Background: an optimization exercise with open tools, aiming at small area, a short achievable clock period and few clock cycles. Do not read the settings as production practice.
The RTL was checked by simulation tests, not by an equivalence proof against the original design.
Power is estimated from default activity; no workload was simulated.

## oak
Design symcodec_rx, start of the top module:
module symcodec_rx (
    input  wire        clk,
    input  wire        rst,
    input  wire        in_valid,
    output wire        in_ready,
    input  wire [63:0] in_data,     
    input  wire [3:0]  in_groups,   
    input  wire        in_last,     
    output reg         out_valid,
    output reg  [7:0]  out_byte,
    output reg  [2:0]  out_kind,    
    output reg         done,
    output wire [1:0]  res,         
    output wire [3:0]  cause,       
    output wire        chkmis,
    output wire [15:0] clean_bits,
    output wire [15:0] n_bytes,
    output wire [31:0] pre,
    output wire [15:0] len,
    output wire [7:0]  stored_chk,
    output wire [7:0]  calc_chk,
    output wire [15:0] bad_index,
    output wire [5:0]  bad_win
);
Size: ~1200 cells after synthesis, about 210 I/O pins.
==> flow/config.mk <==
export PLATFORM = sky130hd
export DESIGN_NAME = symcodec_rx
export DESIGN_NICKNAME = symcodec_rx
export VERILOG_FILES = /design/flow/design.v
export SDC_FILE = /design/flow/constraint.sdc
export NUM_CORES = 4
export LEC_CHECK = 0
export ABC_AREA = 1
export ABC_CLOCK_PERIOD_IN_PS = 2200
export CAP_MARGIN = 20
export CORE_MARGIN = 2
export CORE_UTILIZATION = 50
export SETUP_SLACK_MARGIN = 2.7
export SLEW_MARGIN = 20
==> flow/constraint.sdc <==
create_clock -name core_clock -period 5.0 [get_ports {clk}]
set_input_delay 1.0000 -clock core_clock [delete_from_list [all_inputs] [get_ports {clk}]]
set_output_delay 1.0000 -clock core_clock [all_outputs]
set_load 0.01 [all_outputs]
standard.sh (not shown) runs the stock make flow with config.mk's settings and CLKGATE_MAP_FILE= SYNTH_SCRIPT=/design/flow/synth_recipe.tcl, a recipe that flattens the netlist after the stock synthesis.
==> flow/flow/run.sh <==
#!/bin/bash
# Standard ORFS layout (standard.sh: the standard flow's synthesis, floorplan, place, CTS,
# route, finish) with two changes:
#  - the buffers that buffer_ports puts on every input and output port are
#    sky130_fd_sc_hd__buf_1 cells instead of the default pick;
#  - clock tree synthesis builds the tree from clkbuf_4/clkbuf_8 cells and
#    adds no dummy loads to even out the tree.
# The full make output goes to standard.log in this folder; each ORFS step's
# own log stays under orfs/logs/.
set -euo pipefail
export BUFFER_PORTS_ARGS="-buffer_cell sky130_fd_sc_hd__buf_1"
export CTS_ARGS="-sink_clustering_enable -repair_clock_nets -buf_list {sky130_fd_sc_hd__clkbuf_4 sky130_fd_sc_hd__clkbuf_8} -dont_use_dummy_load"
bash standard.sh > standard.log 2>&1
Testbench counts of oak, summed over its fixed seeds: cycles 15,365.
For pine, these inputs were changed with respect to oak:
diff --git a/flow/flow/run.sh b/flow/flow/run.sh
--- a/flow/flow/run.sh
+++ b/flow/flow/run.sh
@@ -5,3 +5,3 @@
 #    sky130_fd_sc_hd__buf_1 cells instead of the default pick;
-#  - clock tree synthesis builds the tree from clkbuf_4/clkbuf_8 cells and
+#  - clock tree synthesis builds the tree from {sky130_fd_sc_hd__clkbuf_4 sky130_fd_sc_hd__clkbuf_8} cells and
 #    adds no dummy loads to even out the tree.
diff --git a/flow/config.mk b/flow/config.mk
--- a/flow/config.mk
+++ b/flow/config.mk
@@ -8,3 +8,2 @@
 export ABC_AREA = 1
-export ABC_CLOCK_PERIOD_IN_PS = 2200
 export CAP_MARGIN = 20
--- outcome ---
Re buffers plus inverters on the worst setup path: no difference whatsoever between oak and pine. There was hardly any difference in first-iteration DRC count between oak and pine. Final worst hold slack came out exactly the same in oak and pine. Slew at the pin closest to its max-slew limit came out exactly the same in oak and pine. Combinational cell fraction of total power delta (oak -> pine): insignificant. Diff oak..pine | setup TNS | unchanged. oak -> pine: post-CTS resize count delta 0, exact match. Re floorplan die area: no difference whatsoever between pine and oak. Diff pine..oak | power | negligible.
diff inputs: pine => birch
diff --git a/flow/flow/run.sh b/flow/flow/run.sh
--- a/flow/flow/run.sh
+++ b/flow/flow/run.sh
@@ -5,3 +5,3 @@
 #    sky130_fd_sc_hd__buf_1 cells instead of the default pick;
-#  - clock tree synthesis builds the tree from {sky130_fd_sc_hd__clkbuf_4 sky130_fd_sc_hd__clkbuf_8} cells and
+#  - clock tree synthesis builds the tree from clkbuf_4/clkbuf_8 cells and
 #    adds no dummy loads to even out the tree.
Findings:
Diff pine..birch | standard cell area after detailed placement | unchanged. birch against pine: sequential cell count now sits at about the same level, power share of the clock group now sits at about the same level, global-route wire length before repair now sits at about the same level, multi-input gate share of the layout cell area now sits at about the same level, floorplan core area now sits at about the same level. Between birch and pine, the final cycle utilization of the critical path figures differ only marginally. Clock-buffer cell count came out exactly the same in birch and pine. From birch to pine, overall die width did not move at all. On final wirelength, birch tracks pine almost exactly.

-- afterwards: timing with drivers on the ports --
Ports are ideal in the flow. The routed layouts listed here were re-timed in OpenROAD. Step 1 assumes that a clkbuf_16 drives the clock port and a buf_2 every other input. Step 2 times the ports against the registers' clock, not the clock port: input delays grow and output delays shrink by t, the midpoint of the rising clock arrivals with the driver on. a / b / c = no drivers / after step 1 / after step 2; a / b = the first two.
| run | t, ns | slack for setup (ns) | slew at the worst register clock pin (ns) |
|---|---|---|---|
| oak | 0.485 | 2.778 / 2.737 / 2.394 | 0.11 / 0.11 |
| pine | 0.485 | 2.778 / 2.737 / 2.394 | 0.11 / 0.11 |
| birch | 0.485 | 2.778 / 2.737 / 2.394 | 0.11 / 0.11 |
After both steps setup and hold are still met in every run listed.
